Context: an optimization exercise on an open-source flow, tuned for small area, a short achievable clock period and few clock cycles. The choices shown serve that exercise and are no tape-out recipe. Only simulation tests tie the RTL to the original design; equivalence was not proved. Power is estimated from default activity; no workload was simulated.

<file path="flow/design.v">
module openlst_crc16 (
    input  wire [15:0] crc_in,
    input  wire [7:0]  data,
    output reg  [15:0] crc_out
);
    integer k;
    always @(*) begin
        crc_out = crc_in ^ {data, 8'h00};
        for (k = 0; k < 8; k = k + 1) begin
            if (crc_out[15])
                crc_out = {crc_out[14:0], 1'b0} ^ 16'h8005;
            else
                crc_out = {crc_out[14:0], 1'b0};
        end
    end
endmodule
module openlst_rf_rx #(
    parameter [7:0] SUBSYS_RADIO = 8'h01
) (
    input  wire        clk,
    input  wire        rst,
    input  wire [15:0] self_id,
    input  wire        fwd_en,
    input  wire        rx_valid,
    input  wire [7:0]  rx_data,
    output wire        rx_ready,
    output reg         pay_valid,
    output wire [7:0]  pay_data,
    output reg         res_valid,
    output reg  [1:0]  res_status,
    output reg  [1:0]  res_route,
    output wire [7:0]  res_len,
    output wire [15:0] res_dev_id,
    output wire [15:0] res_seq,
    output wire [7:0]  res_subsys,
    output wire [7:0]  res_opcode,
    output wire        res_fbit,
    output reg  [31:0] cnt_good,
    output reg  [31:0] cnt_rej_crc,
    output reg  [31:0] cnt_rej_other
);
    localparam [1:0] ST_GOOD  = 2'd0;
    localparam [1:0] ST_CRC   = 2'd1;
    localparam [1:0] ST_SHORT = 2'd2;
    localparam [1:0] RT_DROP  = 2'd0;
    localparam [1:0] RT_LOCAL = 2'd1;
    localparam [1:0] RT_FWD   = 2'd2;
    reg  [7:0]  rem;         
    reg  [2:0]  hdr;         
    reg  [7:0]  rd;          
    reg         f_first;     
    reg         f_crc;       
    reg         f_clo;       
    reg         f_last;      
    reg         fbit;
    reg  [15:0] seq;
    reg  [7:0]  subsys;
    reg  [7:0]  opcode;
    reg  [15:0] dev_id;
    wire        first = (rem == 8'd0);
    wire        r_ge5 = (rem[7:3] != 5'd0) || (rem[2:0] >= 3'd5);
    assign rx_ready = 1'b1;
    assign pay_data = rd;
    always @(posedge clk) begin
        rd <= rx_data;
        if (rst) begin
            rem       <= 8'd0;
            pay_valid <= 1'b0;
            f_first   <= 1'b0;
            f_crc     <= 1'b0;
            f_clo     <= 1'b0;
            f_last    <= 1'b0;
        end else begin
            pay_valid <= rx_valid && !first && (hdr == 3'd6) && r_ge5;
            f_first   <= rx_valid && first;
            f_crc     <= rx_valid && !first && r_ge5;
            f_clo     <= rx_valid && !first && (rem == 8'd2);
            f_last    <= rx_valid && (first ? (rx_data == 8'd0) : (rem == 8'd1));
            if (rx_valid) begin
                if (first) begin
                    rem <= rx_data;
                    hdr <= 3'd1;
                end else begin
                    rem <= rem - 8'd1;
                    if (hdr != 3'd6)
                        hdr <= hdr + 3'd1;
                    if (hdr == 3'd1) fbit        <= rx_data[6];
                    if (hdr == 3'd2) seq[7:0]    <= rx_data;
                    if (hdr == 3'd3) seq[15:8]   <= rx_data;
                    if (hdr == 3'd4) subsys      <= rx_data;
                    if (hdr == 3'd5) opcode      <= rx_data;
                    if (rem == 8'd4) dev_id[7:0]  <= rx_data;
                    if (rem == 8'd3) dev_id[15:8] <= rx_data;
                end
            end
        end
    end
    reg  [15:0] crc;         
    reg  [7:0]  lm3;         
    reg         long_pkt;    
    reg         lo_ok;       
    wire [15:0] crc_step;
    openlst_crc16 u_crc (.crc_in(crc | {16{f_first}}), .data(rd), .crc_out(crc_step));
    wire        short_pkt = f_first || !long_pkt;
    wire        crc_ok    = lo_ok && (rd == crc[15:8]);
    wire        addr_match = (subsys == SUBSYS_RADIO) &&
                             ((dev_id == self_id) || (dev_id == 16'hFFFF));
    assign res_len    = lm3;
    assign res_dev_id = dev_id;
    assign res_seq    = seq;
    assign res_subsys = subsys;
    assign res_opcode = opcode;
    assign res_fbit   = fbit;
    always @(posedge clk) begin
        if (f_first || f_crc)
            crc <= crc_step;
        if (f_first) begin
            lm3      <= rd - 8'd3;
            long_pkt <= (rd >= 8'd9);
        end
        if (f_clo)
            lo_ok <= (rd == crc[7:0]);
        if (f_last) begin
            res_status <= short_pkt ? ST_SHORT : (crc_ok ? ST_GOOD : ST_CRC);
            res_route  <= addr_match ? RT_LOCAL : (fwd_en ? RT_FWD : RT_DROP);
        end
        if (rst) begin
            res_valid     <= 1'b0;
            cnt_good      <= 32'd0;
            cnt_rej_crc   <= 32'd0;
            cnt_rej_other <= 32'd0;
        end else begin
            res_valid <= f_last;
            if (f_last) begin
                if (short_pkt)
                    cnt_rej_other <= cnt_rej_other + 32'd1;
                else if (!crc_ok)
                    cnt_rej_crc <= cnt_rej_crc + 32'd1;
                else
                    cnt_good <= cnt_good + 32'd1;
            end
        end
    end
endmodule
module openlst_rf_tx (
    input  wire        clk,
    input  wire        rst,
    input  wire        tx_valid,
    input  wire [7:0]  tx_data,
    input  wire        tx_fbit,
    output reg         tx_ready,
    output reg         pkt_valid,
    output reg  [7:0]  pkt_data,
    input  wire        pkt_ready,
    output reg  [31:0] cnt_sent
);
    localparam [3:0] T_M    = 4'd0;    
    localparam [3:0] T_D0   = 4'd1;    
    localparam [3:0] T_D1   = 4'd2;    
    localparam [3:0] T_BODY = 4'd3;    
    localparam [3:0] T_FD0  = 4'd4;    
    localparam [3:0] T_FD1  = 4'd5;    
    localparam [3:0] T_CL   = 4'd6;    
    localparam [3:0] T_CH   = 4'd7;    
    localparam [3:0] T_DROP = 4'd8;    
    reg  [3:0]  state;
    reg         have_m;      
    reg  [7:0]  remain;      
    reg         fbit;
    reg  [15:0] dev_id;
    reg  [15:0] crc;
    reg         c_init;      
    reg         c_step;      
    reg         pkt_last;    
    reg         s_full;      
    reg  [7:0]  s_data;
    reg         s_fbit;
    wire        out_free = !pkt_valid || pkt_ready;
    wire        take     = tx_valid && tx_ready;
    wire        h_valid  = s_full || take;
    wire [7:0]  h_data   = s_full ? s_data : tx_data;
    wire        h_fbit   = s_full ? s_fbit : tx_fbit;
    wire        big      = (remain > 8'd252);
    reg         pop;         
    reg         load;        
    reg  [7:0]  out_byte;
    always @(*) begin
        pop      = 1'b0;
        load     = 1'b0;
        out_byte = h_data;
        case (state)
            T_M, T_DROP: pop = h_valid;
            T_D0: begin
                pop      = h_valid && out_free;
                load     = pop;
                out_byte = remain + 8'd3;
            end
            T_D1: begin
                pop      = h_valid && out_free;
                load     = pop;
                out_byte = {1'b0, fbit, 6'b0};
            end
            T_BODY: begin
                pop      = h_valid && out_free;
                load     = pop;
            end
            T_FD0: begin
                pop      = h_valid && !have_m;
                load     = out_free;
                out_byte = dev_id[7:0];
            end
            T_FD1: begin
                pop      = h_valid && !have_m;
                load     = out_free;
                out_byte = dev_id[15:8];
            end
            T_CL: begin
                pop      = h_valid && !have_m;
                load     = out_free;
                out_byte = crc[7:0];
            end
            default: begin    
                load     = out_free;
                out_byte = crc[15:8];
            end
        endcase
    end
    wire [15:0] crc_step;
    openlst_crc16 u_crc (.crc_in(crc | {16{c_init}}), .data(pkt_data), .crc_out(crc_step));
    always @(posedge clk) begin
        if (c_init || c_step)
            crc <= crc_step;
        c_init <= load && (state == T_D0);
        c_step <= load && (state == T_D1 || state == T_BODY);
        if (load) begin
            pkt_data <= out_byte;
            pkt_last <= (state == T_CH);
        end
        if (!s_full)
            s_data <= tx_data;
        if (!s_full)
            s_fbit <= tx_fbit;
        if (rst) begin
            state     <= T_M;
            have_m    <= 1'b0;
            pkt_valid <= 1'b0;
            s_full    <= 1'b0;
            tx_ready  <= 1'b1;
            cnt_sent  <= 32'd0;
        end else begin
            if (pkt_valid && pkt_ready && pkt_last)
                cnt_sent <= cnt_sent + 32'd1;
            if (load)
                pkt_valid <= 1'b1;
            else if (pkt_ready)
                pkt_valid <= 1'b0;
            s_full   <= h_valid && !pop;
            tx_ready <= !(h_valid && !pop);
            case (state)
                T_M: begin
                    if (pop) begin
                        remain <= h_data;
                        fbit   <= h_fbit;
                        state  <= (h_data > 8'd252) ? T_DROP : T_D0;
                    end
                end
                T_DROP, T_D0, T_D1, T_BODY: begin
                    if (pop) begin
                        remain <= remain - 8'd1;
                        if (state == T_D0) dev_id[7:0]  <= h_data;
                        if (state == T_D1) dev_id[15:8] <= h_data;
                        if (state == T_D0) state <= T_D1;
                        if (state == T_D1) state <= T_BODY;
                        if ((state == T_BODY || state == T_DROP) && remain == 8'd1)
                            state <= (state == T_BODY) ? T_FD0 : T_M;
                    end
                end
                default: begin    
                    if (pop) begin
                        remain <= h_data;
                        fbit   <= h_fbit;
                        have_m <= 1'b1;
                    end
                    if (load) begin
                        case (state)
                            T_FD0: state <= T_FD1;
                            T_FD1: state <= T_CL;
                            T_CL:  state <= T_CH;
                            default: begin
                                have_m <= 1'b0;
                                state  <= !have_m ? T_M : (big ? T_DROP : T_D0);
                            end
                        endcase
                    end
                end
            endcase
        end
    end
endmodule
module openlst_rf_codec (
    input  wire        clk,
    input  wire        rst,
    input  wire [15:0] self_id,
    input  wire        fwd_en,
    input  wire        rx_valid,
    input  wire [7:0]  rx_data,
    output wire        rx_ready,
    output wire        pay_valid,
    output wire [7:0]  pay_data,
    output wire        res_valid,
    output wire [1:0]  res_status,
    output wire [1:0]  res_route,
    output wire [7:0]  res_len,
    output wire [15:0] res_dev_id,
    output wire [15:0] res_seq,
    output wire [7:0]  res_subsys,
    output wire [7:0]  res_opcode,
    output wire        res_fbit,
    input  wire        tx_valid,
    input  wire [7:0]  tx_data,
    input  wire        tx_fbit,
    output wire        tx_ready,
    output wire        pkt_valid,
    output wire [7:0]  pkt_data,
    input  wire        pkt_ready,
    output wire [31:0] cnt_good,
    output wire [31:0] cnt_rej_crc,
    output wire [31:0] cnt_rej_other,
    output wire [31:0] cnt_sent
);
    openlst_rf_rx #(.SUBSYS_RADIO(8'h01)) u_rx (
        .clk(clk), .rst(rst), .self_id(self_id), .fwd_en(fwd_en),
        .rx_valid(rx_valid), .rx_data(rx_data), .rx_ready(rx_ready),
        .pay_valid(pay_valid), .pay_data(pay_data),
        .res_valid(res_valid), .res_status(res_status), .res_route(res_route),
        .res_len(res_len), .res_dev_id(res_dev_id), .res_seq(res_seq),
        .res_subsys(res_subsys), .res_opcode(res_opcode), .res_fbit(res_fbit),
        .cnt_good(cnt_good), .cnt_rej_crc(cnt_rej_crc), .cnt_rej_other(cnt_rej_other)
    );
    openlst_rf_tx u_tx (
        .clk(clk), .rst(rst),
        .tx_valid(tx_valid), .tx_data(tx_data), .tx_fbit(tx_fbit), .tx_ready(tx_ready),
        .pkt_valid(pkt_valid), .pkt_data(pkt_data), .pkt_ready(pkt_ready),
        .cnt_sent(cnt_sent)
    );
endmodule
</file>
<file path="flow/run.sh">
#!/bin/bash
# synth_recipe.tcl (not shown) runs the flow's synth.tcl, then flattens the netlist and writes it again
# the make line also repeats each setting of config.mk as NAME=value (left out here)
make -C /OpenROAD-flow-scripts/flow DESIGN_CONFIG=/design/flow/config.mk WORK_HOME=/design/flow/orfs CLKGATE_MAP_FILE= SYNTH_SCRIPT=/design/flow/synth_recipe.tcl finish
</file>
<file path="flow/config.mk">
export PLATFORM = sky130hd
export DESIGN_NAME = openlst_rf_codec
export DESIGN_NICKNAME = openlst_rf_codec
export VERILOG_FILES = /design/flow/design.v
export SDC_FILE = /design/flow/constraint.sdc
export NUM_CORES = 4
export LEC_CHECK = 0
export CAP_MARGIN = 20
export CORE_MARGIN = 2
export CORE_UTILIZATION = 40
export PLACE_DENSITY = 0.6
export SETUP_SLACK_MARGIN = 3
export SLEW_MARGIN = 20
</file>
<file path="flow/constraint.sdc">
create_clock -name core_clock -period 5.0 [get_ports {clk}]
set_input_delay 1.0000 -clock core_clock [delete_from_list [all_inputs] [get_ports {clk}]]
set_output_delay 1.0000 -clock core_clock [all_outputs]
set_load 0.01 [all_outputs]
</file>
==> impl_metrics.toml, run 1 <==
[drt]
wl_per_cell_um = 17.2
routed_wl_um = 39400
dr.pass1.iters = 5
ant_nets = 0
drc = 0
vias = 11615
vias_per_cell = 5.07
drt_iter0_drc = 657

[placement]
dp_hpwl_um = 24300
dpl.cell_count = 2002
io_buffers = 247
globalplace.congestion = 0.855

[finish]
nets = 1870
final_cell_mix = "buf_4 (200), nor2_1 (180), buf_6 (148)"
syn2layout_area_growth_pct = 49.2
fin_util_pct = 60.2
diodes = 0
drive_above_1_share_pct = 43.4
final_common_cell = "buf_4"
finalNonFillerCells = 2293

[logic_synthesis]
synth_simple_gate_area_share_pct = 20.2
yosys.cell_types.count = 64
synth_edf_count = 132
ys_seq_area_share_pct = 53.0
synth_flop_cell = "dfxtp_1"
yosys_warnings = 3
synth_adder_area_share_pct = 1.71
syn_area_mm2 = 0.0139
synth_top_family_by_area = "simple AND/OR/NAND/NOR gates"
synth.largest_area_cell = "edfxtp_1"
avgSynthCellArea_um2 = 10.2
synth_fp_nets = 1411
synth_top_cell_area_share_pct = 28.6
ys_async_sr_fraction_pct = 0
synth_xor_area_share_pct = 14.0
synthCells = 1353
synth_compound_area_share_pct = 6.29
synthTopCellsByArea = "edfxtp_1 (29%), dfxtp_1 (24%), xnor2_1 (8.9%)"
synth_mux_area_share_pct = 1.52
ys_seq_elements = 301

[timing]
tightestPinTransition_ns = 0.920
hold_slack_ns = 0.457
hold_viol = 0
setup_viol = 0
fmax_mhz = 452
rsz0062_at_grt = "true"
drv_slew = 0
finalClockSkew_ns = 0.0167
period_minus_slack_ns = 2.21
slew_headroom_pct = 38.5
timing.setup.tns_ns = 0
finalCritPeriodShare_pct = 44.2

[grt]
grt_pass1_vias = 11263
grt-ovfl-total = 0
grt.total_usage_pct = 21.1
grt_max_degree = 76
antenna_found_initial = 0
grt_pass1_wl_um = 61300

[worst_setup_path]
required_ns = 5.42
worstSetupEndpointType = "register"
cp_num_buf_inv = 1
crit_slowest_cell = "or4_4"
max_stage_delay_ns = 0.63
crit_fanout = 7
worstPathCellList = "xnor2_2 -> nand3_4 -> or4_4 -> buf_12 -> or3_1 -> a21oi_1"
worstSetupStartpointType = "register"
rr_endpoint = "u_rx.cnt_good[5]"
reg2regPathDepth = 6
arrival_ns = 2.63
path_class = "register to register"
r2r_start = "u_rx.crc[10]"
r2r_setup_slack_ns = 2.79
critPathTopFamily = "simple AND/OR/NAND/NOR gates"

[power]
p_comb_share_pct = 22.4
p_int_mw = 5.28
p_total_mw = 7.26
p_sw_share_pct = 27.2
leakage_nw = 8.27
power_density_mw_per_mm2 = 351
seq_power_share_pct = 41.5
p_sw_mw = 1.98
pwr-share-clk_pct = 36.0
vdd.ir_drop.worst_v = 0.000316

[floorplanning]
initial_core_util_pct = 40.3
core_area_mm2 = 0.0344
ios = 249
die_w_um = 190
rows = 68
die_area_mm2 = 0.0362
die_height_um = 190

[clocking]
h-tree-depth = 2
cts_tree = "yes"
clk_pin_slew_ns = 0.06
root_buffer = "clkbuf_16"
cts-hold-fix-buffers = 0
clockBufferDepth = 3
clkSinkCount = 301
cts_buffers = 36
clk-insertion-delay-late_ns = 0.51

[run_status]
status = "no timing/DRC/antenna violations"

[hold_path]
whs_endpoint = "u_rx.lo_ok"
worstHoldStart = "u_rx.f_clo"
hold_class = "register to register"
hold_path_depth = 0

[flow_run]
max-cap-violations = 0
-- routing by layer --
layer | vias up | share of wire, % | GRT usage [%]
met5 | - | 0 | 0
met4 | 0 | 2.2 | 5.90
met3 | 68 | 4.9 | 3.41
met2 | 289 | 49 | 35.8
met1 | 5593 | 43 | 28.0
li1 | 5665 | - | -
-- flip-flops by register name (all words and copies together), names as in the netlist, 3 cells and up --
signal	count
u_rx.rd	8
u_rx.rem	8
u_rx.lm3	8
u_rx.crc	16
u_tx.crc	16
u_rx.cnt_rej_crc	32
u_rx.subsys	8
u_rx.cnt_good	32
u_tx.remain	8
u_rx.cnt_rej_other	32
u_rx.hdr	3
u_tx.s_data	8
u_rx.opcode	8
u_tx.dev_id	16
u_rx.dev_id	16
u_tx.pkt_data	8
u_tx.state	4
u_tx.cnt_sent	32
u_rx.seq	16
-- worst max-delay path by stage --
stage | startpoint | to | cells past startpoint
6_report | u_rx.crc[10] | u_rx.cnt_good[5] | 6
3_5_place_dp | pkt_ready | u_tx.cnt_sent[25] | 7
3_3_place_gp | pkt_ready | u_tx.cnt_sent[23] | 7
4_1_cts | u_rx.rd[4] | pay_data[4] | 1
2_1_floorplan | pkt_ready | u_tx.cnt_sent[19] | 7
5_1_grt | u_rx.crc[10] | u_rx.cnt_good[5] | 6
-- power by group through the flow --
stage	Combinational [mW]	Clock (mW)	Sequential [mW]
floorplan	1.04	0	3.03
global placement	1.27	0	3.12
detailed placement	1.29	0	3.12
CTS	1.51	2.67	3.01
global route	1.77	2.79	3.04
finish	1.63	2.61	3.02
-- synth_stat cells, types with 7 or more instances --
master	instances
clkbuf_1	44
or2_2	18
and3_1	27
xnor2_2	7
nand2b_1	10
nor3_1	38
edfxtp_1	132
nor4_1	28
mux2i_1	12
nand2_1	83
mux2_2	8
a21oi_1	61
inv_1	40
nor2b_1	8
nor2_1	189
buf_6	9
xor2_1	54
o21ai_0	53
nand3_1	40
and2_1	9
or3_1	36
xnor2_1	141
dfxtp_1	169
and4_1	15
ha_1	19
nand4_1	38
-- cells by family after synthesis --
family | Yosys count
AOI/OAI and AO/OA | 152
xor gates and xnor gates | 207
adders and majority gates | 19
buffers and inverters | 99
DFF | 301
muxes | 20
other | 1
and+or+nand+nor | 554
-- cell type report --
type / instances / area (um^2)
fill: 2879 / 13700
timing repair buffer: 477 / 4120
multi-input combinational: 954 / 6940
tap: 455 / 569
clock inverter: 11 / 110
clock buffer: 53 / 1090
inverter: 42 / 168
sequential: 301 / 7690
-- per-stage QoR --
step / setup slack (ns) / cell area (um^2)
CTS: 2.80 / 19700
floorplan: 2.56 / 14200
detailed placement: 1.63 / 17000
global route: 2.73 / 20700
finish: 2.79 / 20700
global placement: 1.70 / 17000
-- worst register-to-register path, stage by stage (launching register included) --
cell and delay (ns):
edfxtp_1 0.48, xnor2_2 0.22, nand3_4 0.14, or4_4 0.64
buf_12 0.19, or3_1 0.35, a21oi_1 0.12
-- what timing repair did --
item | CTS | global route
setup endpoints to repair | 457 | 322
gates cloned | 2 | 2
pin swaps | 48 | 51
resized for setup | 1220 | 143
setup buffers | 174 | 49
Testbench counts, summed over its fixed seeds: cycles 102,794.
==> run 2, diff against run 1 <==
--- a/flow/config.mk
+++ b/flow/config.mk
@@ -9,5 +9,4 @@
 export CORE_MARGIN = 2
 export CORE_UTILIZATION = 40
 export PLACE_DENSITY = 0.6
-export SETUP_SLACK_MARGIN = 3
 export SLEW_MARGIN = 20
==> impl_metrics.toml, run 2 <==
[timing]
finalCritPeriodShare_pct = 56.7
rsz0062_at_grt = "false"
period_minus_slack_ns = 2.84
tightestPinTransition_ns = 1.08
fmax_mhz = 353
finalClockSkew_ns = 0.0296
hold_viol = 0
setup_viol = 0
slew_headroom_pct = 27.9
timing.setup.tns_ns = 0
drv_slew = 0

[logic_synthesis]
synthTopCellsByArea = "edfxtp_1 (29%), dfxtp_1 (24%), xnor2_1 (8.9%)"
synthCells = 1353
ys_async_sr_fraction_pct = 0
yosys_warnings = 3
synth.largest_area_cell = "edfxtp_1"
synth_edf_count = 132
ys_seq_elements = 301
yosys.cell_types.count = 64
yosysMostFrequentCell = "nor2_1"
synth_fp_nets = 1411
synth_flop_cell = "dfxtp_1"
synth_top_cell_area_share_pct = 28.6
syn_area_mm2 = 0.0139
ys_seq_area_share_pct = 53.0
netlist_top_cells_count = "nor2_1 (189), dfxtp_1 (169), xnor2_1 (141), edfxtp_1 (132), nand2_1 (83)"
avgSynthCellArea_um2 = 10.2

[finish]
fin_util_pct = 51.8
syn2layout_area_growth_pct = 28.4
final_common_cell = "clkdlybuf4s50_1"
final_cell_mix = "clkdlybuf4s50_1 (246), nor2_1 (189), dfxtp_1 (169)"
nets = 1645
diodes = 0
drive_above_1_share_pct = 6.46

[placement]
io_buffers = 247
dp_hpwl_um = 25700
globalplace.congestion = 0.855

[drt]
drt_iter0_drc = 630
ant_nets = 0
dr.pass1.iters = 7
drc = 0
vias_per_cell = 5.12
vias = 10578
routed_wl_um = 35500
wl_per_cell_um = 17.2

[clocking]
root_buffer = "clkbuf_16"
cts_tree = "yes"
cts-hold-fix-buffers = 0
clkSinkCount = 301
clk-insertion-delay-late_ns = 0.51
cts_resized = 0
h-tree-depth = 2
clk_pin_slew_ns = 0.06
clockBufferDepth = 3
cts_buffers = 35
post_cts_buffers = 0

[grt]
grt-ovfl-total = 0
grt.total_usage_pct = 19.3
grt_pass1_wl_um = 55500
antenna_found_initial = 0
grt_max_degree = 100
grt_pass1_vias = 9918

[power]
vdd.ir_drop.worst_v = 0.000251
p_int_mw = 5.03
p_sw_mw = 1.86
power_density_mw_per_mm2 = 387
leakage_nw = 6.03
p_comb_share_pct = 19.3
p_sw_share_pct = 27.0
pwr-share-clk_pct = 36.3
seq_power_share_pct = 44.5

[worst_setup_path]
worstSetupStartpointType = "register"
path_class = "register to output pin"
worstSetupEndpointType = "output pin"
cp_num_buf_inv = 1
worstPathCellList = "clkdlybuf4s50_1"
r2r_start = "u_tx.state[1]"
r2r_setup_slack_ns = 2.36
arrival_ns = 1.84
reg2regPathDepth = 6
rr_endpoint = "u_tx.dev_id[0]"
max_stage_delay_ns = 0.67
crit_slowest_cell = "dfxtp_1"
critPathTopFamily = "flip-flops"
crit_fanout = 8
required_ns = 4.00

[floorplanning]
die_height_um = 190
rows = 68
ios = 249
core_area_mm2 = 0.0344
die_w_um = 190
initial_core_util_pct = 40.3
die_area_mm2 = 0.0362

[hold_path]
worstHoldStart = "u_rx.rem[4]"
hold_path_depth = 2
hold_class = "register to register"
whs_endpoint = "u_rx.rem[4]"

[run_status]
status = "no timing/DRC/antenna violations"

[flow_run]
max-cap-violations = 0
==> run 2: worst max path at each step <==
stage	to	slack [ns]	depth (start not counted)	start
CTS	pay_data[6]	2.14	1	u_rx.rd[6]
global route	pay_data[6]	2.12	1	u_rx.rd[6]
finish	pay_data[6]	2.16	1	u_rx.rd[6]
global placement	u_tx.cnt_sent[31]	1.91	7	pkt_ready
floorplan	u_tx.cnt_sent[31]	2.46	8	pkt_ready
detailed placement	u_rx.dev_id[4]	1.82	3	rx_valid
==> run 2: through the flow <==
stage / setup WS [ns] / area [um^2] / power [mW] / hold slack, ns / std cells
after floorplan: 2.46 / 13900 / 4.08 / 0.413 / 1353
after global placement: 1.91 / 16700 / 4.41 / 0.466 / 2005
after detailed placement: 1.82 / 16700 / 4.44 / 0.465 / 2005
after CTS: 2.14 / 17800 / 6.96 / 0.479 / 2066
after global routing: 2.12 / 17800 / 7.22 / 0.508 / 2066
final: 2.16 / 17800 / 6.89 / 0.476 / 2066
==> run 2: cells by family (layout without fill, tap and decap cells) <==
group | count (synthesis) | count (layout) | share of synthesized area, %
simple gates | 554 | 554 | 20.2
fa+ha+maj | 19 | 19 | 1.71
compound gates | 152 | 152 | 6.29
buf+inv | 99 | 357 | 3.23
other cells | 1 | 1 | 0.0271
flops | 301 | 301 | 53.0
xor+xnor | 207 | 207 | 14.0
mux | 20 | 20 | 1.52
==> run 2: power groups by stage <==
stage | Combinational, mW | Clock [mW] | Sequential, mW
after detailed placement | 1.33 | 0 | 3.12
after floorplan | 1.05 | 0 | 3.03
final | 1.33 | 2.50 | 3.07
after global placement | 1.30 | 0 | 3.12
after CTS | 1.33 | 2.57 | 3.07
after global routing | 1.47 | 2.66 | 3.09
==> run 2: cell type report <==
class / instances / area, um^2
fillers: 3135 / 16600
flip-flops and latches: 301 / 7350
multi-input cells: 953 / 6090
repair buffers: 254 / 2520
clock buffers: 44 / 951
well taps: 455 / 569
clock inverters: 17 / 170
inverters: 42 / 158
==> run 2: metal layers <==
layer  vias to the layer above  global-route usage, %  wire length, um
met5                         -                      0                0
met1                      5020                   26.2            16200
met2                       311                   30.7            16000
met3                        53                   4.61             2530
li1                       5194                      -                -
met4                         0                   5.34              792
==> run 3, diff against run 2 <==
==> flow/flow/run.sh (new file) <==
#!/bin/bash
# Standard layout, with the port buffers made from buf_2 cells.
set -euo pipefail
export BUFFER_PORTS_ARGS="-buffer_cell sky130_fd_sc_hd__buf_2"
bash standard.sh > flow_standard.log 2>&1
==> flow/standard.sh (new file) <==
#!/bin/bash
# synth_recipe.tcl (not shown) runs the flow's synth.tcl, then flattens the netlist and writes it again
# the make line also repeats each setting of config.mk as NAME=value (left out here)
make -C /OpenROAD-flow-scripts/flow DESIGN_CONFIG=/design/flow/config.mk WORK_HOME=/design/flow/orfs CLKGATE_MAP_FILE= SYNTH_SCRIPT=/design/flow/synth_recipe.tcl "${@:-finish}"
removed: flow/run.sh
==> impl_metrics.toml, run 3 <==
[clocking]
cts_resized = 0
cts_tree = "yes"
clk-insertion-delay-late_ns = 0.51
h-tree-depth = 2
clkSinkCount = 301
post_cts_buffers = 0
clockBufferDepth = 3
clk_pin_slew_ns = 0.06
cts_buffers = 35
root_buffer = "clkbuf_16"
cts-hold-fix-buffers = 0

[logic_synthesis]
ys_seq_elements = 301
synthCells = 1353
synth_flop_cell = "dfxtp_1"
synth_top_cell_area_share_pct = 28.6
ys_seq_area_share_pct = 53.0
synth_fp_nets = 1411
syn_area_mm2 = 0.0139
ys_async_sr_fraction_pct = 0
yosys.cell_types.count = 64
netlist_top_cells_count = "nor2_1 (189), dfxtp_1 (169), xnor2_1 (141), edfxtp_1 (132), nand2_1 (83)"
synthTopCellsByArea = "edfxtp_1 (29%), dfxtp_1 (24%), xnor2_1 (8.9%)"
avgSynthCellArea_um2 = 10.2
yosysMostFrequentCell = "nor2_1"
yosys_warnings = 3
synth.largest_area_cell = "edfxtp_1"
synth_edf_count = 132

[floorplanning]
rows = 68
die_area_mm2 = 0.0362
core_area_mm2 = 0.0344
die_height_um = 190
die_w_um = 190
initial_core_util_pct = 40.3
ios = 249

[timing]
drv_slew = 0
timing.setup.tns_ns = 0
finalClockSkew_ns = 0.0228
period_minus_slack_ns = 2.79
setup_viol = 0
fmax_mhz = 358
fin_ws_ns = 2.21
tightestPinTransition_ns = 1.06
finalCritPeriodShare_pct = 55.9
hold_viol = 0
rsz0062_at_grt = "false"
slew_headroom_pct = 29.5
hold_slack_ns = 0.442

[power]
leakage_nw = 6.30
pwr-share-clk_pct = 36.1
seq_power_share_pct = 45.1
p_sw_share_pct = 27.3
p_int_mw = 4.93
vdd.ir_drop.worst_v = 0.000237
p_sw_mw = 1.85
power_density_mw_per_mm2 = 410
p_comb_share_pct = 18.7

[hold_path]
worstHoldStart = "u_rx.f_clo"
whs_endpoint = "u_rx.lo_ok"
hold_path_depth = 0
hold_class = "register to register"

[placement]
globalplace.congestion = 0.884
placed_area_mm2 = 0.0154
dpl.cell_count = 2003
io_buffers = 247
dp_hpwl_um = 24900
dp_worst_setup_slack_ns = 2.13

[worst_setup_path]
worstSetupEndpointType = "register"
crit_fanout = 25
r2r_start = "u_tx.state[2]"
path_class = "register to register"
reg2regPathDepth = 5
required_ns = 5.37
worstSetupStartpointType = "register"
arrival_ns = 3.16
r2r_setup_slack_ns = 2.21
rr_endpoint = "u_tx.have_m"

[drt]
drc = 0
vias = 10545
ant_nets = 0
met1_length_um = 15900
top_layer_used = "met5"
met2_length_um = 16000
wl_met3_um = 2100
drt_iter0_drc = 540
vias_per_cell = 5.11
dr.pass1.iters = 5
routed_wl_um = 34700
wl_per_cell_um = 16.8

[run_status]
status = "no timing/DRC/antenna violations"

[grt]
grt-ovfl-total = 0
grt_pass1_wl_um = 54200
grt_pass1_vias = 9739
grt.total_usage_pct = 18.8
grt_max_degree = 91
antenna_found_initial = 1

[finish]
final_common_cell = "buf_2"
nets = 1643
stdcell_area_mm2 = 0.0165
finalNonFillerCells = 2065
syn2layout_area_growth_pct = 19.2
final_cell_mix = "buf_2 (246), nor2_1 (189), dfxtp_1 (169)"
diodes = 0
drive_above_1_share_pct = 21.5

[flow_run]
max-cap-violations = 0
## run 3: worst max-delay path: stages (launching register included)
cell and delay [ns]:
dfxtp_1 0.84, clkinv_1 0.52, a21oi_1 0.94, nand2_1 0.10, a32oi_1 0.18, nor2_1 0.06
## run 3: final cells by class
| type | count | area, um^2 |
|---|---|---|
| well taps | 455 | 569 |
| repair buffers | 252 | 1280 |
| clock inverters | 14 | 138 |
| flip-flops and latches | 301 | 7350 |
| fillers | 3262 | 17800 |
| multi-input cells | 953 | 6080 |
| clock buffers | 48 | 955 |
| inverters | 42 | 158 |
## run 3: cell families after synthesis
| kind of cell | Yosys count | share of synthesized area (%) |
|---|---|---|
| AO/OA/AOI/OAI | 152 | 6.29 |
| XOR/XNOR | 207 | 14.0 |
| adder cells (fa/ha/maj) | 19 | 1.71 |
| buffers and inverters | 99 | 3.23 |
| flip-flops | 301 | 53.0 |
| multiplexers | 20 | 1.52 |
| other | 1 | 0.0271 |
| AND/OR/NAND/NOR | 554 | 20.2 |
## run 3: worst max path at each step
stage / start / cells past startpoint / slack, ns / endpoint
3_3_place_gp: rst / 3 / 2.16 / u_rx.dev_id[5]
5_1_grt: u_tx.state[2] / 5 / 1.95 / u_tx.have_m
3_5_place_dp: rst / 3 / 2.13 / u_rx.dev_id[2]
4_1_cts: u_tx.state[2] / 5 / 2.25 / u_tx.have_m
6_report: u_tx.state[2] / 5 / 2.21 / u_tx.have_m
2_1_floorplan: pkt_ready / 8 / 2.46 / u_tx.cnt_sent[31]
## run 3: layer usage
metal  up-vias  track usage, %
met5         -               0
met4         2            4.50
li1       5184               -
met1      5072            26.0
met3        46            4.00
met2       241            30.0
## run 3: through the flow
step | util (%) | power, mW
2_1_floorplan | - | 4.08
3_3_place_gp | 44.9 | 4.35
3_5_place_dp | 44.9 | 4.37
4_1_cts | 48.1 | 6.86
5_1_grt | 48.1 | 7.10
6_report | 48.1 | 6.78
## run 3: power by group through the flow
stage	combinational (mW)	sequential (mW)	clock, mW
floorplan	1.05	3.03	0
global placement	1.24	3.11	0
detailed placement	1.26	3.11	0
CTS	1.27	3.06	2.52
global route	1.39	3.09	2.62
finish	1.27	3.06	2.45
==> run 4, diff against run 3 <==
--- a/flow/config.mk
+++ b/flow/config.mk
@@ -9,4 +9,5 @@
 export CORE_MARGIN = 2
 export CORE_UTILIZATION = 40
 export PLACE_DENSITY = 0.6
+export SETUP_SLACK_MARGIN = 3
 export SLEW_MARGIN = 20
==> impl_metrics.toml, run 4 <==
[run_status]
status = "no timing/DRC/antenna violations"

[flow_run]
max-cap-violations = 0

[floorplanning]
initial_core_util_pct = 40.3
die_area_mm2 = 0.0362
die_height_um = 190
die_w_um = 190
rows = 68
core_area_mm2 = 0.0344
ios = 249

[worst_setup_path]
crit_slowest_cell = "or4_4"
setup.worst_path.start = "u_rx.crc[14]"
r2r_setup_slack_ns = 2.79
rr_endpoint = "u_rx.cnt_good[16]"
required_ns = 5.35
worstPathCellList = "xnor2_2 -> nand3_4 -> or4_4 -> buf_12 -> nor4_4 -> xnor2_1 -> nor2_1"
arrival_ns = 2.55
path_class = "register to register"
worstSetupStartpointType = "register"
worstSetupEndpointType = "register"
reg2regPathDepth = 7
r2r_start = "u_rx.crc[14]"
crit_end = "u_rx.cnt_good[16]"
crit_fanout = 14
max_stage_delay_ns = 0.57

[timing]
rsz0062_at_grt = "true"
slew_headroom_pct = 38.5
drv_slew = 0
hold_viol = 0
finalClockSkew_ns = 0.0167
fmax_mhz = 453
fin_ws_ns = 2.79
finalCritPeriodShare_pct = 44.1
period_minus_slack_ns = 2.21
setup_viol = 0
tightestPinTransition_ns = 0.920
timing.setup.tns_ns = 0

[logic_synthesis]
synth_top_cell_area_share_pct = 28.6
synthTopCellsByArea = "edfxtp_1 (29%), dfxtp_1 (24%), xnor2_1 (8.9%)"
synth_fp_nets = 1411
yosysMostFrequentCell = "nor2_1"
ys_async_sr_fraction_pct = 0
avgSynthCellArea_um2 = 10.2
synthCells = 1353
netlist_top_cells_count = "nor2_1 (189), dfxtp_1 (169), xnor2_1 (141), edfxtp_1 (132), nand2_1 (83)"
yosys_warnings = 3
synth.largest_area_cell = "edfxtp_1"
ys_seq_area_share_pct = 53.0
synth_edf_count = 132
ys_seq_elements = 301
yosys.cell_types.count = 64
synth_flop_cell = "dfxtp_1"
syn_area_mm2 = 0.0139

[power]
vdd.ir_drop.worst_v = 0.000270
power_density_mw_per_mm2 = 359
leakage_nw = 7.98

[drt]
drt_iter0_drc = 745
vias = 11507
drc = 0
dr.pass1.iters = 7
vias_per_cell = 5.05
ant_nets = 0
routed_wl_um = 38000
wl_per_cell_um = 16.7

[clocking]
clk-insertion-delay-late_ns = 0.50
cts-hold-fix-buffers = 0
clockBufferDepth = 3
clk_pin_slew_ns = 0.06
root_buffer = "clkbuf_16"
h-tree-depth = 2
cts_tree = "yes"
cts_buffers = 35
clkSinkCount = 301

[finish]
drive_above_1_share_pct = 43.6
nets = 1855
final_cell_mix = "buf_4 (195), nor2_1 (182), buf_2 (151)"
final_common_cell = "buf_4"
diodes = 0
syn2layout_area_growth_pct = 43.8
stdcell_area_mm2 = 0.0199
finalNonFillerCells = 2277

[grt]
grt_pass1_wl_um = 58000
antenna_found_initial = 0
grt.total_usage_pct = 20.0
grt_pass1_vias = 11030
grt_max_degree = 84
grt-ovfl-total = 0

[hold_path]
hold_class = "register to register"

[placement]
dp_hpwl_um = 23700
io_buffers = 247
placed_area_mm2 = 0.0158
dp_worst_setup_slack_ns = 2.04
dpl.cell_count = 2002
globalplace.congestion = 0.835
## run 4: cell counts after synthesis
No cell type changed its count.
## run 4: power breakdown
group          internal, mW  total, mW  switching (mW)  leakage (nW)
registers              2.83       3.01           0.183          2.66
logic                 0.839       1.63           0.789          4.77
clock network          1.52       2.51           0.997         0.551
total                  5.18       7.15            1.97          7.98
## run 4: layout make-up
class	count	area, um^2
Fill cell	2937	14400
Sequential cell	301	7690
Multi-Input combinational cell	954	6800
Timing Repair Buffer	463	3590
Clock buffer	49	978
Tap cell	455	569
Inverter	42	165
Clock inverter	13	139
## run 4: logic make-up (layout without fill, tap and decap cells)
family | count (synthesis) | in the layout | synth area share (%)
other | 1 | 1 | 0.0271
DFF | 301 | 301 | 53.0
and+or+nand+nor | 554 | 555 | 20.2
muxes | 20 | 20 | 1.52
xor gates and xnor gates | 207 | 207 | 14.0
AOI/OAI and AO/OA | 152 | 152 | 6.29
adders and majority gates | 19 | 19 | 1.71
buffers and inverters | 99 | 567 | 3.23
## run 4: worst min-delay path by stage
| stage | startpoint | endpoint | depth (start not counted) |
|---|---|---|---|
| detailed placement | u_rx.f_clo | u_rx.lo_ok | 0 |
| global placement | u_tx.s_fbit | u_tx.s_fbit | 1 |
| finish | u_rx.f_clo | u_rx.lo_ok | 0 |
| global route | u_rx.f_clo | u_rx.lo_ok | 0 |
| floorplan | u_rx.f_clo | u_rx.lo_ok | 0 |
| CTS | u_rx.f_clo | u_rx.lo_ok | 0 |
## run 4: stage by stage
step,util (%),power [mW],hold slack (ns)
detailed placement,45.8,4.37,0.462
global route,58.0,7.49,0.467
floorplan,-,4.07,0.413
finish,58.0,7.15,0.464
CTS,54.8,7.09,0.473
global placement,45.8,4.34,0.458
## run 4: what timing repair did
action,in CTS,in global routing
setup endpoints to repair,433,297
pin swaps,15,43
setup buffers,139,71
resized for setup,306,123
gates cloned,0,3
## run 4: worst max-delay path, delay by kind of cell, from the launching register on
kind / cells / cell delay, ns
DFF: 1 / 0.44
and+or+nand+nor: 4 / 1.04
xor gates and xnor gates: 2 / 0.38
buffers and inverters: 1 / 0.18
## run 4: routing by layer
layer  vias up  global-route usage [%]  routed length (um)
met5         -                       0                   0
met4         0                    6.11                 903
met3        65                    3.58                1860
met2       288                    34.4               19000
met1      5534                    25.5               16300
li1       5620                       -                   -
==> run 5, diff against run 4 <==
--- a/flow/config.mk
+++ b/flow/config.mk
@@ -9,5 +9,5 @@
 export CORE_MARGIN = 2
 export CORE_UTILIZATION = 40
 export PLACE_DENSITY = 0.6
-export SETUP_SLACK_MARGIN = 3
+export SETUP_SLACK_MARGIN = 3.3
 export SLEW_MARGIN = 20
==> impl_metrics.toml, run 5 <==
[run_status]
status = "no timing/DRC/antenna violations"

[timing]
hold_viol = 0
tightestPinTransition_ns = 0.750
finalClockSkew_ns = 0.0203
period_minus_slack_ns = 2.18
setup_viol = 0
drv_slew = 0
slew_headroom_pct = 49.9
finalCritPeriodShare_pct = 43.5
rsz0062_at_grt = "true"
fin_ws_ns = 2.82
timing.setup.tns_ns = 0
fmax_mhz = 459

[logic_synthesis]
yosysMostFrequentCell = "nor2_1"
synth_fp_nets = 1411
yosys.cell_types.count = 64
synthTopCellsByArea = "edfxtp_1 (29%), dfxtp_1 (24%), xnor2_1 (8.9%)"
yosys_warnings = 3
ys_seq_elements = 301
ys_async_sr_fraction_pct = 0
synthCells = 1353
synth.largest_area_cell = "edfxtp_1"
avgSynthCellArea_um2 = 10.2
ys_seq_area_share_pct = 53.0
synth_edf_count = 132
syn_area_mm2 = 0.0139
netlist_top_cells_count = "nor2_1 (189), dfxtp_1 (169), xnor2_1 (141), edfxtp_1 (132), nand2_1 (83)"
synth_flop_cell = "dfxtp_1"
synth_top_cell_area_share_pct = 28.6

[grt]
grt-ovfl-total = 0
grt.total_usage_pct = 21.9
grt_pass1_wl_um = 63400
antenna_found_initial = 0
grt_max_degree = 68
grt_pass1_vias = 11736

[drt]
drc = 0
drt_iter0_drc = 697
wl_per_cell_um = 18.0
dr.pass1.iters = 7
ant_nets = 0
vias_per_cell = 5.16
vias = 12467
routed_wl_um = 43400

[clocking]
clockBufferDepth = 3
clk-insertion-delay-late_ns = 0.52
cts-hold-fix-buffers = 0
clk_pin_slew_ns = 0.06
cts_buffers = 36
h-tree-depth = 2
cts_tree = "yes"
root_buffer = "clkbuf_16"
clkSinkCount = 301

[placement]
dp_worst_setup_slack_ns = 2.27
dp_hpwl_um = 25100
globalplace.congestion = 0.854
io_buffers = 247
placed_area_mm2 = 0.0160

[worst_setup_path]
crit_slowest_cell = "or4_4"
worstPathCellList = "xnor2_2 -> nand4_4 -> or4_4 -> buf_12 -> nor4_4 -> xnor2_1 -> nor2_1"
r2r_setup_slack_ns = 2.82
crit_fanout = 5
critPathTopFamily = "simple AND/OR/NAND/NOR gates"
worstSetupEndpointType = "register"
cp_num_buf_inv = 1
path_class = "register to register"
worstSetupStartpointType = "register"
max_stage_delay_ns = 0.52
arrival_ns = 2.56
required_ns = 5.39

[floorplanning]
core_area_mm2 = 0.0344
initial_core_util_pct = 40.3
die_height_um = 190
rows = 68
die_w_um = 190
ios = 249
die_area_mm2 = 0.0362

[power]
power_density_mw_per_mm2 = 329
leakage_nw = 9.13
vdd.ir_drop.worst_v = 0.000247

[finish]
fill_cells = 2552
final_cell_mix = "buf_4 (283), buf_6 (198), nor2_1 (171)"
nets = 1990
drive_above_1_share_pct = 52.0
final_common_cell = "buf_4"
syn2layout_area_growth_pct = 60.0
diodes = 0
stdcell_area_mm2 = 0.0222

[hold_path]
hold_class = "register to register"

[flow_run]
max-cap-violations = 0
run 5: cell types whose count changed in the layout (fill, tap and decap cells not counted), moves of 6 or more:
cell / before / now
a21oi_1: 57 / 50
a21oi_2: 2 / 8
buf_2: 151 / 100
buf_4: 195 / 283
buf_6: 112 / 198
nor2_1: 182 / 171
nor2_4: 3 / 9
nor3_1: 27 / 16
nor3_4: 7 / 21
o21ai_0: 46 / 33
o21ai_1: 4 / 15
xnor2_1: 134 / 116
xnor2_2: 14 / 31
run 5: metal layers:
| metal | track usage (%) | part of all wire (%) |
|---|---|---|
| met3 | 4.46 | 6.2 |
| met2 | 37.0 | 50 |
| met5 | 0 | 0 |
| met1 | 28.8 | 42 |
| met4 | 5.22 | 2.1 |
run 5: kinds of logic after synthesis:
family | synth area share (%)
simple gates | 20.2
flops | 53.0
other cells | 0.0271
xor+xnor | 14.0
compound gates | 6.29
fa+ha+maj | 1.71
buf+inv | 3.23
mux | 1.52
run 5: final cells by class:
cell class / count / area, um^2 / share of cell area, %
sequential: 301 / 7700 / 34.7
multi-input combinational: 956 / 7510 / 33.9
timing repair buffer: 595 / 5130 / 23.1
clock buffer: 50 / 983 / 4.43
tap: 455 / 569 / 2.57
inverter: 42 / 170 / 0.767
clock inverter: 15 / 118 / 0.530
run 5: worst paths after layout:
kind	cells after the start	to	startpoint
setup / recovery	7	u_rx.cnt_good[23]	u_rx.crc[12]
hold reg to reg	2	u_rx.rem[4]	u_rx.rem[4]
hold / removal	2	u_rx.rem[4]	u_rx.rem[4]
setup reg to reg	7	u_rx.cnt_good[23]	u_rx.crc[12]
run 5: tightest hold or removal path, stage by stage (launching register included):
cell	delay [ns]
dfxtp_1	0.30
o21ai_0	0.07
a21oi_1	0.06
run 5: report_power, final:
group | internal (mW) | switching [mW]
clock | 1.43 | 1.03
combinational | 0.950 | 0.881
sequential | 2.83 | 0.173
total | 5.22 | 2.08
run 5: what timing repair did:
item / in CTS / in global routing
cloned: 4 / 4
setup buffers: 245 / 95
setup endpoints to repair: 457 / 390
gates resized for setup: 483 / 147
pin swaps: 70 / 117
run 5: stage by stage:
stage	utilization [%]	hold WS (ns)	total power, mW	instances
detailed placement	46.7	0.470	4.44	2001
global route	64.5	0.497	7.61	2414
finish	64.5	0.478	7.30	2414
floorplan	-	0.413	4.15	1353
CTS	60.4	0.478	7.18	2315
global placement	46.7	0.465	4.42	2001
==> run 6, diff against run 5 <==
--- a/flow/design.v
+++ b/flow/design.v
@@ -50,14 +50,19 @@
     reg  [7:0]  rd;          
     reg         f_first;     
     reg         f_crc;       
-    reg         f_clo;       
-    reg         f_last;      
+    reg         f_good;      
+    reg         f_bad;       
+    reg         f_short;     
+    reg         long_pkt;    
+    reg  [15:0] crc;         
+    reg         lo_ok;       
     reg         fbit;
     reg  [15:0] seq;
     reg  [7:0]  subsys;
     reg  [7:0]  opcode;
     reg  [15:0] dev_id;
     wire        first = (rem == 8'd0);
+    wire        crc_ok = lo_ok && (rx_data == crc[15:8]);
     wire        r_ge5 = (rem[7:3] != 5'd0) || (rem[2:0] >= 3'd5);
     assign rx_ready = 1'b1;
     assign pay_data = rd;
@@ -68,17 +73,20 @@
             pay_valid <= 1'b0;
             f_first   <= 1'b0;
             f_crc     <= 1'b0;
-            f_clo     <= 1'b0;
-            f_last    <= 1'b0;
+            f_good    <= 1'b0;
+            f_bad     <= 1'b0;
+            f_short   <= 1'b0;
         end else begin
             pay_valid <= rx_valid && !first && (hdr == 3'd6) && r_ge5;
             f_first   <= rx_valid && first;
             f_crc     <= rx_valid && !first && r_ge5;
-            f_clo     <= rx_valid && !first && (rem == 8'd2);
-            f_last    <= rx_valid && (first ? (rx_data == 8'd0) : (rem == 8'd1));
+            f_short   <= rx_valid && (first ? (rx_data == 8'd0) : (rem == 8'd1) && !long_pkt);
+            f_good    <= rx_valid && !first && (rem == 8'd1) && long_pkt && crc_ok;
+            f_bad     <= rx_valid && !first && (rem == 8'd1) && long_pkt && !crc_ok;
             if (rx_valid) begin
                 if (first) begin
                     rem <= rx_data;
+                    long_pkt <= (rx_data >= 8'd9);
                     hdr <= 3'd1;
                 end else begin
                     rem <= rem - 8'd1;
@@ -91,18 +99,15 @@
                     if (hdr == 3'd5) opcode      <= rx_data;
                     if (rem == 8'd4) dev_id[7:0]  <= rx_data;
                     if (rem == 8'd3) dev_id[15:8] <= rx_data;
+                    if (rem == 8'd2) lo_ok        <= (rx_data == crc[7:0]);
                 end
             end
         end
     end
-    reg  [15:0] crc;         
     reg  [7:0]  lm3;         
-    reg         long_pkt;    
-    reg         lo_ok;       
     wire [15:0] crc_step;
     openlst_crc16 u_crc (.crc_in(crc | {16{f_first}}), .data(rd), .crc_out(crc_step));
-    wire        short_pkt = f_first || !long_pkt;
-    wire        crc_ok    = lo_ok && (rd == crc[15:8]);
+    wire        f_last = f_good || f_bad || f_short;
     wire        addr_match = (subsys == SUBSYS_RADIO) &&
                              ((dev_id == self_id) || (dev_id == 16'hFFFF));
     assign res_len    = lm3;
@@ -114,14 +119,10 @@
     always @(posedge clk) begin
         if (f_first || f_crc)
             crc <= crc_step;
-        if (f_first) begin
-            lm3      <= rd - 8'd3;
-            long_pkt <= (rd >= 8'd9);
-        end
-        if (f_clo)
-            lo_ok <= (rd == crc[7:0]);
+        if (f_first)
+            lm3 <= rd - 8'd3;
         if (f_last) begin
-            res_status <= short_pkt ? ST_SHORT : (crc_ok ? ST_GOOD : ST_CRC);
+            res_status <= {f_short, f_bad};
             res_route  <= addr_match ? RT_LOCAL : (fwd_en ? RT_FWD : RT_DROP);
         end
         if (rst) begin
@@ -131,14 +132,9 @@
             cnt_rej_other <= 32'd0;
         end else begin
             res_valid <= f_last;
-            if (f_last) begin
-                if (short_pkt)
-                    cnt_rej_other <= cnt_rej_other + 32'd1;
-                else if (!crc_ok)
-                    cnt_rej_crc <= cnt_rej_crc + 32'd1;
-                else
-                    cnt_good <= cnt_good + 32'd1;
-            end
+            if (f_short) cnt_rej_other <= cnt_rej_other + 32'd1;
+            if (f_bad)   cnt_rej_crc   <= cnt_rej_crc + 32'd1;
+            if (f_good)  cnt_good      <= cnt_good + 32'd1;
         end
     end
 endmodule
--- a/flow/config.mk
+++ b/flow/config.mk
@@ -9,5 +9,5 @@
 export CORE_MARGIN = 2
 export CORE_UTILIZATION = 40
 export PLACE_DENSITY = 0.6
-export SETUP_SLACK_MARGIN = 3.3
+export SETUP_SLACK_MARGIN = 2.8
 export SLEW_MARGIN = 20
==> impl_metrics.toml, run 6 <==
[placement]
dp_worst_setup_slack_ns = 2.04
io_buffers = 247
placed_area_mm2 = 0.0152
dpl.cell_count = 1956
dp_hpwl_um = 22700
globalplace.congestion = 0.814

[worst_setup_path]
worstSetupStartpointType = "register"
arrival_ns = 2.42
required_ns = 5.25
worstPathCellList = "xnor2_2 -> nor2_1 -> xnor2_2 -> xor2_2 -> xnor3_1 -> xor2_1"
worstSetupEndpointType = "register"
max_stage_delay_ns = 0.50
path_class = "register to register"
crit_slowest_cell = "edfxtp_1"
crit_fanout = 4
cp_common_cell = "xnor2_2"

[clocking]
cts_buffers = 35
h-tree-depth = 2
clk-insertion-delay-late_ns = 0.50
clkSinkCount = 302
cts_tree = "yes"
root_buffer = "clkbuf_16"
clk_pin_slew_ns = 0.06
clockBufferDepth = 3

[timing]
rsz0062_at_grt = "true"
period_minus_slack_ns = 2.17
fmax_mhz = 461
finalCritPeriodShare_pct = 43.4
drv_slew = 0
slew_headroom_pct = 53.9
tightestPinTransition_ns = 0.691
setup_viol = 0
timing.setup.tns_ns = 0
fin_ws_ns = 2.83
hold_viol = 0
finalClockSkew_ns = 0.00887

[grt]
grt_pass1_wl_um = 51800
antenna_found_initial = 0
grt.total_usage_pct = 17.9
grt-ovfl-total = 0
grt_max_degree = 86
grt_pass1_vias = 9608

[run_status]
status = "no timing/DRC/antenna violations"

[finish]
diodes = 0
nets = 1618
fin_util_pct = 50.0
stdcell_area_mm2 = 0.0167
seq_area_mm2 = 0.00739
finalNonFillerCells = 2036
syn2layout_area_growth_pct = 23.5
fill_cells = 3116
multiInputGateArea_mm2 = 0.00604
drive_above_1_share_pct = 25.3
final_common_cell = "buf_2"
final_cell_mix = "buf_2 (246), nor2_1 (193), dfxtp_1 (150)"

[logic_synthesis]
ys_seq_area_share_pct = 54.5
ys_seq_elements = 302
yosysMostFrequentCell = "nor2_1"
yosys.cell_types.count = 64
synth.largest_area_cell = "edfxtp_1"
syn_area_mm2 = 0.0135
yosys_warnings = 3
synthTopCellsByArea = "edfxtp_1 (29%), dfxtp_1 (25%), xnor2_1 (9.3%)"
synth_flop_cell = "dfxtp_1"
synth_fp_nets = 1360
ys_async_sr_fraction_pct = 0
netlist_top_cells_count = "nor2_1 (200), dfxtp_1 (170), xnor2_1 (143), edfxtp_1 (132), nand2_1 (78)"
synth_edf_count = 132
synth_top_cell_area_share_pct = 29.3
avgSynthCellArea_um2 = 10.4
synthCells = 1304

[flow_run]
max-cap-violations = 0

[drt]
drt_iter0_drc = 602
wl_per_cell_um = 15.9
ant_nets = 0
drc = 0
vias_per_cell = 5.05
vias = 10284
routed_wl_um = 32300
dr.pass1.iters = 5

[floorplanning]
die_height_um = 188
die_area_mm2 = 0.0353
initial_core_util_pct = 40.5
die_w_um = 188
core_area_mm2 = 0.0334
rows = 67
ios = 249

[power]
leakage_nw = 6.49
vdd.ir_drop.worst_v = 0.000319
power_density_mw_per_mm2 = 444

[hold_path]
hold_class = "register to register"
==> run 6: cell types whose count changed after synthesis, moves of 9 or more <==
cell,previous run,this run
inv_1,40,27
o21ai_1,1,28
or3_1,36,23
nor2_1,189,200
nor3_1,38,28
or2_2,18,6
o21ai_0,53,7
or2_1,0,9
xor2_1,54,71
buf_6,9,0
nor4_1,28,9
==> run 6: power by group <==
| group | switching, mW | total [mW] | internal [mW] |
|---|---|---|---|
| combinational | 0.888 | 1.70 | 0.810 |
| clock | 0.979 | 2.51 | 1.53 |
| sequential | 0.229 | 3.20 | 2.97 |
| total | 2.10 | 7.40 | 5.31 |
==> run 6: cells by family (layout without fill, tap and decap cells) <==
logic type | Yosys count | in the layout | share of synthesized area, %
AOI/OAI and AO/OA | 143 | 143 | 6.36
xor gates and xnor gates | 217 | 217 | 14.4
adders and majority gates | 17 | 17 | 1.57
buffers and inverters | 79 | 363 | 2.25
DFF | 302 | 302 | 54.5
muxes | 18 | 18 | 1.41
other | 1 | 1 | 0.0278
and+or+nand+nor | 527 | 527 | 19.4
==> run 6: area by class of cell <==
class / count / share of cell area (%)
Clock buffer: 50 / 6.14
Clock inverter: 13 / 0.698
Inverter: 32 / 0.720
Multi-Input combinational cell: 923 / 36.2
Sequential cell: 302 / 44.3
Tap cell: 448 / 3.36
Timing Repair Buffer: 268 / 8.49
==> run 6: through the flow <==
step                      power, mW  hold WS, ns
after floorplan                4.46        0.403
after global placement         4.80        0.445
after detailed placement       4.83        0.453
after CTS                      7.40        0.464
after global routing           7.79        0.485
final                          7.40        0.461
==> run 6: worst max-delay path, delay by kind of cell (launching register included) <==
family,cells,cell delay [ns]
xor gates and xnor gates,5,1.33
DFF,1,0.50
and+or+nand+nor,1,0.10
==> run 6: worst paths after layout <==
kind / start / to / slack (ns) / depth (start not counted)
min: u_rx.long_pkt / u_rx.f_short / 0.46 / 1
max reg2reg: u_rx.crc[15] / u_rx.crc[0] / 2.83 / 6
min reg2reg: u_rx.long_pkt / u_rx.f_short / 0.46 / 1
max: u_rx.crc[15] / u_rx.crc[0] / 2.83 / 6
==> run 6: what timing repair did <==
action                     CTS  global route
pin swaps                    1             9
setup endpoints to repair  147           109
setup buffers                5            12
gates cloned                 0             0
hold buffers                 0             0
gates resized for setup     29            34
==> run 6: routing by layer <==
layer  vias to the layer above  wire length (um)  part of all wire (%)  track usage (%)
met5                         -                 0                     0                0
met4                         0               687                   2.1             5.03
met3                        50              1720                   5.3             3.31
met2                       268             15000                    46             29.1
met1                      4903             15000                    46             24.5
li1                       5063                 -                     -                -
Testbench counts of run 6, summed over its fixed seeds: cycles 102,794.
==> run 7, diff against run 6 <==
--- a/flow/config.mk
+++ b/flow/config.mk
@@ -9,5 +9,5 @@
 export CORE_MARGIN = 2
 export CORE_UTILIZATION = 40
 export PLACE_DENSITY = 0.6
-export SETUP_SLACK_MARGIN = 2.8
+export SETUP_SLACK_MARGIN = 3
 export SLEW_MARGIN = 20
==> impl_metrics.toml, run 7 <==
[logic_synthesis]
synthTopCellsByArea = "edfxtp_1 (29%), dfxtp_1 (25%), xnor2_1 (9.3%)"
syn_area_mm2 = 0.0135
synth_simple_gate_area_share_pct = 19.4
synth_mux_area_share_pct = 1.41
synth_flop_cell = "dfxtp_1"
yosysMostFrequentCell = "nor2_1"
synth_top_cell_area_share_pct = 29.3
synthCells = 1304
avgSynthCellArea_um2 = 10.4
synth_adder_area_share_pct = 1.57
yosys_warnings = 3
netlist_top_cells_count = "nor2_1 (200), dfxtp_1 (170), xnor2_1 (143), edfxtp_1 (132), nand2_1 (78)"
synth_compound_area_share_pct = 6.36
synth_xor_area_share_pct = 14.4
ys_seq_elements = 302
synth_edf_count = 132
ys_async_sr_fraction_pct = 0
synth.largest_area_cell = "edfxtp_1"
synth_top_family_by_area = "simple AND/OR/NAND/NOR gates"
synth_fp_nets = 1360
yosys.cell_types.count = 64
ys_seq_area_share_pct = 54.5

[timing]
setup_viol = 0
finalCritPeriodShare_pct = 42.6
rsz0062_at_grt = "true"
timing.setup.tns_ns = 0
tightestPinTransition_ns = 0.723
slew_headroom_pct = 51.1
drv_slew = 0
hold_viol = 0
finalClockSkew_ns = 0.0175
period_minus_slack_ns = 2.13
fmax_mhz = 470

[worst_setup_path]
critPathTopFamily = "flip-flops"
required_ns = 4.00
setup.worst_path.start = "u_tx.pkt_data[7]"
path_class = "register to output pin"
crit_fanout = 3
max_stage_delay_ns = 0.45
r2r_start = "u_tx.pkt_data[5]"
worstSetupStartpointType = "register"
worstPathCellList = "buf_2"
arrival_ns = 1.13
worstSetupEndpointType = "output pin"
cp_num_buf_inv = 1
crit_slowest_cell = "edfxtp_1"

[placement]
placed_area_mm2 = 0.0153
dp_hpwl_um = 23200
globalplace.congestion = 0.821
io_buffers = 247

[drt]
dr.pass1.iters = 7
ant_nets = 0
routed_wl_um = 37400
wl_per_cell_um = 16.7
met2_length_um = 18100
vias_per_cell = 5.06
drc = 0
wl_met3_um = 2220
top_layer_used = "met4"
vias = 11363
met1_length_um = 16000
drt_iter0_drc = 686

[grt]
antenna_found_initial = 0
grt-ovfl-total = 0
grt_max_degree = 77
grt_pass1_vias = 10654
grt_pass1_wl_um = 56900
grt.total_usage_pct = 19.8

[finish]
stdcell_area_mm2 = 0.0197
final_common_cell = "buf_4"
fin_util_pct = 59.0
final_cell_mix = "buf_4 (225), nor2_1 (189), xnor2_1 (135), buf_2 (135), edfxtp_1 (132)"
drive_above_1_share_pct = 43.4
nets = 1829
diodes = 0
syn2layout_area_growth_pct = 45.7

[clocking]
clk-insertion-delay-late_ns = 0.51
clkSinkCount = 302
cts_tree = "yes"
clockBufferDepth = 3
clk_pin_slew_ns = 0.06
h-tree-depth = 2
cts_buffers = 35
root_buffer = "clkbuf_16"

[power]
power_density_mw_per_mm2 = 393
vdd.ir_drop.worst_v = 0.000234
p_total_mw = 7.73
leakage_nw = 7.86

[floorplanning]
initial_core_util_pct = 40.5
die_area_mm2 = 0.0353
die_w_um = 188
core_area_mm2 = 0.0334
die_height_um = 188
rows = 67
ios = 249

[flow_run]
max-cap-violations = 0

[run_status]
status = "no timing/DRC/antenna violations"

[hold_path]
worstHoldStart = "u_rx.long_pkt"
hold_class = "register to register"
[run 7: cell count changes in the layout (fill, tap and decap cells not counted), moves of 6 or more]
| cell | previous run | this run |
|---|---|---|
| buf_2 | 246 | 135 |
| buf_6 | 2 | 114 |
| clkinv_2 | 9 | 1 |
| nand3_1 | 41 | 33 |
| nor3_1 | 25 | 19 |
| dfxtp_1 | 150 | 22 |
| dfxtp_4 | 1 | 69 |
| dfxtp_2 | 19 | 79 |
| buf_4 | 19 | 225 |
[run 7: final timing paths]
path              slack [ns]  cells past startpoint           end
setup / recovery        2.87                      1   pkt_data[7]
hold / removal          0.47                      1  u_rx.f_short
setup reg to reg        2.93                      6   u_tx.crc[0]
hold reg to reg         0.47                      1  u_rx.f_short
[run 7: routing by layer]
layer	GRT usage, %	vias up
li1	-	5496
met1	25.8	5441
met2	32.9	361
met3	4.10	65
met4	6.18	0
met5	0	-
[run 7: logic make-up (layout without fill, tap and decap cells)]
logic type / Yosys count / in the layout
AOI/OAI and AO/OA: 143 / 143
adders and majority gates: 17 / 17
and+or+nand+nor: 527 / 527
DFF: 302 / 302
buffers and inverters: 79 / 573
xor gates and xnor gates: 217 / 217
other: 1 / 1
muxes: 18 / 18
[run 7: where the power goes]
group	internal (mW)	leakage, nW	switching (mW)	total [mW]
clock network	1.56	0.554	1.01	2.57
logic	1.01	4.63	1.01	2.01
registers	2.94	2.67	0.213	3.15
total	5.51	7.86	2.23	7.73
[run 7: timing repair]
| item | 4_1_cts | 5_1_grt |
|---|---|---|
| gates resized for setup | 330 | 105 |
| endpoints found under the setup margin | 425 | 310 |
| hold buffers | 0 | 0 |
| gates cloned | 0 | 0 |
| pin swaps | 15 | 37 |
| buffers inserted | 140 | 89 |
[run 7: area by class of cell]
cell class	count	area [um^2]
Fill cell	2750	13700
Inverter	32	120
Timing Repair Buffer	479	3740
Clock buffer	52	1010
Tap cell	448	561
Clock inverter	10	136
Multi-Input combinational cell	923	6380
Sequential cell	302	7720
[run 7: metrics by stage]
stage               worst slack, ns  hold WS, ns  instances
finish                         2.87        0.466       2246
global route                   2.82        0.484       2246
CTS                            2.83        0.472       2157
detailed placement             2.15        0.460       1955
global placement               2.23        0.452       1955
floorplan                      2.73        0.403       1304
==> run 8, diff against run 7 <==
--- a/flow/config.mk
+++ b/flow/config.mk
@@ -8,6 +8,8 @@
 export CAP_MARGIN = 20
 export CORE_MARGIN = 2
 export CORE_UTILIZATION = 40
+export CTS_CLUSTER_DIAMETER = 100
+export CTS_CLUSTER_SIZE = 30
 export PLACE_DENSITY = 0.6
-export SETUP_SLACK_MARGIN = 3
+export SETUP_SLACK_MARGIN = 2.8
 export SLEW_MARGIN = 20
==> impl_metrics.toml, run 8 <==
[timing]
timing.setup.tns_ns = 0
finalCritPeriodShare_pct = 43.6
hold_slack_ns = 0.466
setup_viol = 0
fmax_mhz = 459
slew_headroom_pct = 54.1
fin_ws_ns = 2.82
period_minus_slack_ns = 2.18
hold_viol = 0
rsz0062_at_grt = "true"
tightestPinTransition_ns = 0.689
drv_slew = 0
finalClockSkew_ns = 0.0212

[clocking]
clk-insertion-delay-late_ns = 0.51
h-tree-depth = 1
cts_tree = "yes"
root_buffer = "clkbuf_16"
clk_pin_slew_ns = 0.11
cts_buffers = 14
cts-hold-fix-buffers = 0
clockBufferDepth = 3
clkSinkCount = 302

[finish]
finalNonFillerCells = 2005
final_common_cell = "buf_2"
syn2layout_area_growth_pct = 18.9
diodes = 0
fin_util_pct = 48.1
final_cell_mix = "buf_2 (246), nor2_1 (193), dfxtp_1 (141)"
stdcell_area_mm2 = 0.0161
drive_above_1_share_pct = 24.7
fill_cells = 3180
nets = 1606

[logic_synthesis]
ys_seq_elements = 302
ys_seq_area_share_pct = 54.5
synth_flop_cell = "dfxtp_1"
synth_top_family_by_area = "simple AND/OR/NAND/NOR gates"
synth_top_cell_area_share_pct = 29.3
yosys_warnings = 3
yosysMostFrequentCell = "nor2_1"
avgSynthCellArea_um2 = 10.4
syn_area_mm2 = 0.0135
synth_mux_area_share_pct = 1.41
yosys.cell_types.count = 64
synth_xor_area_share_pct = 14.4
synth_simple_gate_area_share_pct = 19.4
synth_edf_count = 132
netlist_top_cells_count = "nor2_1 (200), dfxtp_1 (170), xnor2_1 (143), edfxtp_1 (132), nand2_1 (78)"
synth.largest_area_cell = "edfxtp_1"
ys_async_sr_fraction_pct = 0
synth_compound_area_share_pct = 6.36
synthTopCellsByArea = "edfxtp_1 (29%), dfxtp_1 (25%), xnor2_1 (9.3%)"
synth_fp_nets = 1360
synthCells = 1304
synth_adder_area_share_pct = 1.57

[worst_setup_path]
critPathTopFamily = "simple AND/OR/NAND/NOR gates"
rr_endpoint = "u_rx.dev_id[13]"
path_class = "register to register"
r2r_setup_slack_ns = 2.82
arrival_ns = 2.39
r2r_start = "u_rx.rem[3]"
required_ns = 5.21
crit_fanout = 9
max_stage_delay_ns = 0.48
crit_slowest_cell = "nor4_1"
worstPathCellList = "nor4_1 -> nand2b_1 -> nor2_1 -> and3_2"
worstSetupEndpointType = "register"
cp_num_buf_inv = 0
worstSetupStartpointType = "register"
reg2regPathDepth = 4

[power]
leakage_nw = 6.17
power_density_mw_per_mm2 = 393
p_total_mw = 6.31
vdd.ir_drop.worst_v = 0.000286

[floorplanning]
die_w_um = 188
die_height_um = 188
ios = 249
rows = 67
initial_core_util_pct = 40.5
core_area_mm2 = 0.0334
die_area_mm2 = 0.0353

[grt]
antenna_found_initial = 0
grt-ovfl-total = 0
grt_max_degree = 86
grt_pass1_wl_um = 50700
grt.total_usage_pct = 17.5
grt_pass1_vias = 9303

[drt]
vias_per_cell = 5.08
drt_iter0_drc = 530
routed_wl_um = 31900
vias = 10184
drc = 0
ant_nets = 0
dr.pass1.iters = 5
wl_per_cell_um = 15.9

[placement]
globalplace.congestion = 0.814
placed_area_mm2 = 0.0152
dp_hpwl_um = 22700
dpl.cell_count = 1956
dp_worst_setup_slack_ns = 2.04
io_buffers = 247

[run_status]
status = "no timing/DRC/antenna violations"

[hold_path]
hold_path_depth = 1
hold_class = "register to register"
whs_endpoint = "u_rx.f_short"
worstHoldStart = "u_rx.long_pkt"

[flow_run]
max-cap-violations = 0
==> run 8: cell counts after synthesis <==
Identical to the previous run, type by type.
==> run 8: area by class of cell <==
| class | instances | area (um^2) | share of cell area [%] |
|---|---|---|---|
| clock buffers | 20 | 425 | 2.65 |
| clock inverters | 3 | 28.8 | 0.179 |
| inverters | 32 | 120 | 0.748 |
| multi-input cells | 923 | 6040 | 37.6 |
| flip-flops and latches | 302 | 7410 | 46.1 |
| well taps | 448 | 561 | 3.49 |
| repair buffers | 277 | 1480 | 9.24 |
==> run 8: repair_timing <==
item                                    4_1_cts  5_1_grt
setup buffers                                 9       17
pin swaps                                     4        8
endpoints found under the setup margin      139      127
resized for setup                            33       37
==> run 8: how the worst max path moves through the flow <==
stage	slack (ns)	start	to	depth (start not counted)
after CTS	2.79	u_rx.f_bad	u_rx.cnt_rej_crc[24]	6
after floorplan	2.73	pkt_ready	u_tx.dev_id[10]	5
after global routing	2.73	u_rx.rd[7]	u_rx.crc[0]	6
after global placement	2.11	rst	u_rx.dev_id[4]	4
after detailed placement	2.04	rst	u_rx.dev_id[4]	4
final	2.82	u_rx.rem[3]	u_rx.dev_id[13]	4
==> run 8: per-layer routing <==
metal	wire, um	track usage (%)	vias up	share of wire [%]
met2	14800	28.4	256	46
met4	675	4.12	0	2.1
met3	1520	2.49	38	4.8
li1	-	-	5025	-
met5	0	0	-	0
met1	14900	24.6	4865	47
==> run 8: cell families after synthesis <==
family / after synthesis
AND/OR/NAND/NOR: 527
flip-flops: 302
multiplexers: 18
adder cells (fa/ha/maj): 17
buffers and inverters: 79
XOR/XNOR: 217
other: 1
AO/OA/AOI/OAI: 143
==> run 8: power by group <==
part / internal, mW / total (mW) / switching [mW] / leakage (nW)
Clock: 0.616 / 1.40 / 0.785 / 0.221
Combinational: 0.821 / 1.72 / 0.900 / 3.36
Sequential: 2.96 / 3.19 / 0.226 / 2.59

Re-timed with assumed drivers on the ports (clkbuf_16 on the clock, buf_2 on other inputs), run 8 has 2.792 ns of setup slack against 2.822 ns with ideal ports, and 2.418 ns once port delays also move by the mid clock arrival of 0.548 ns.
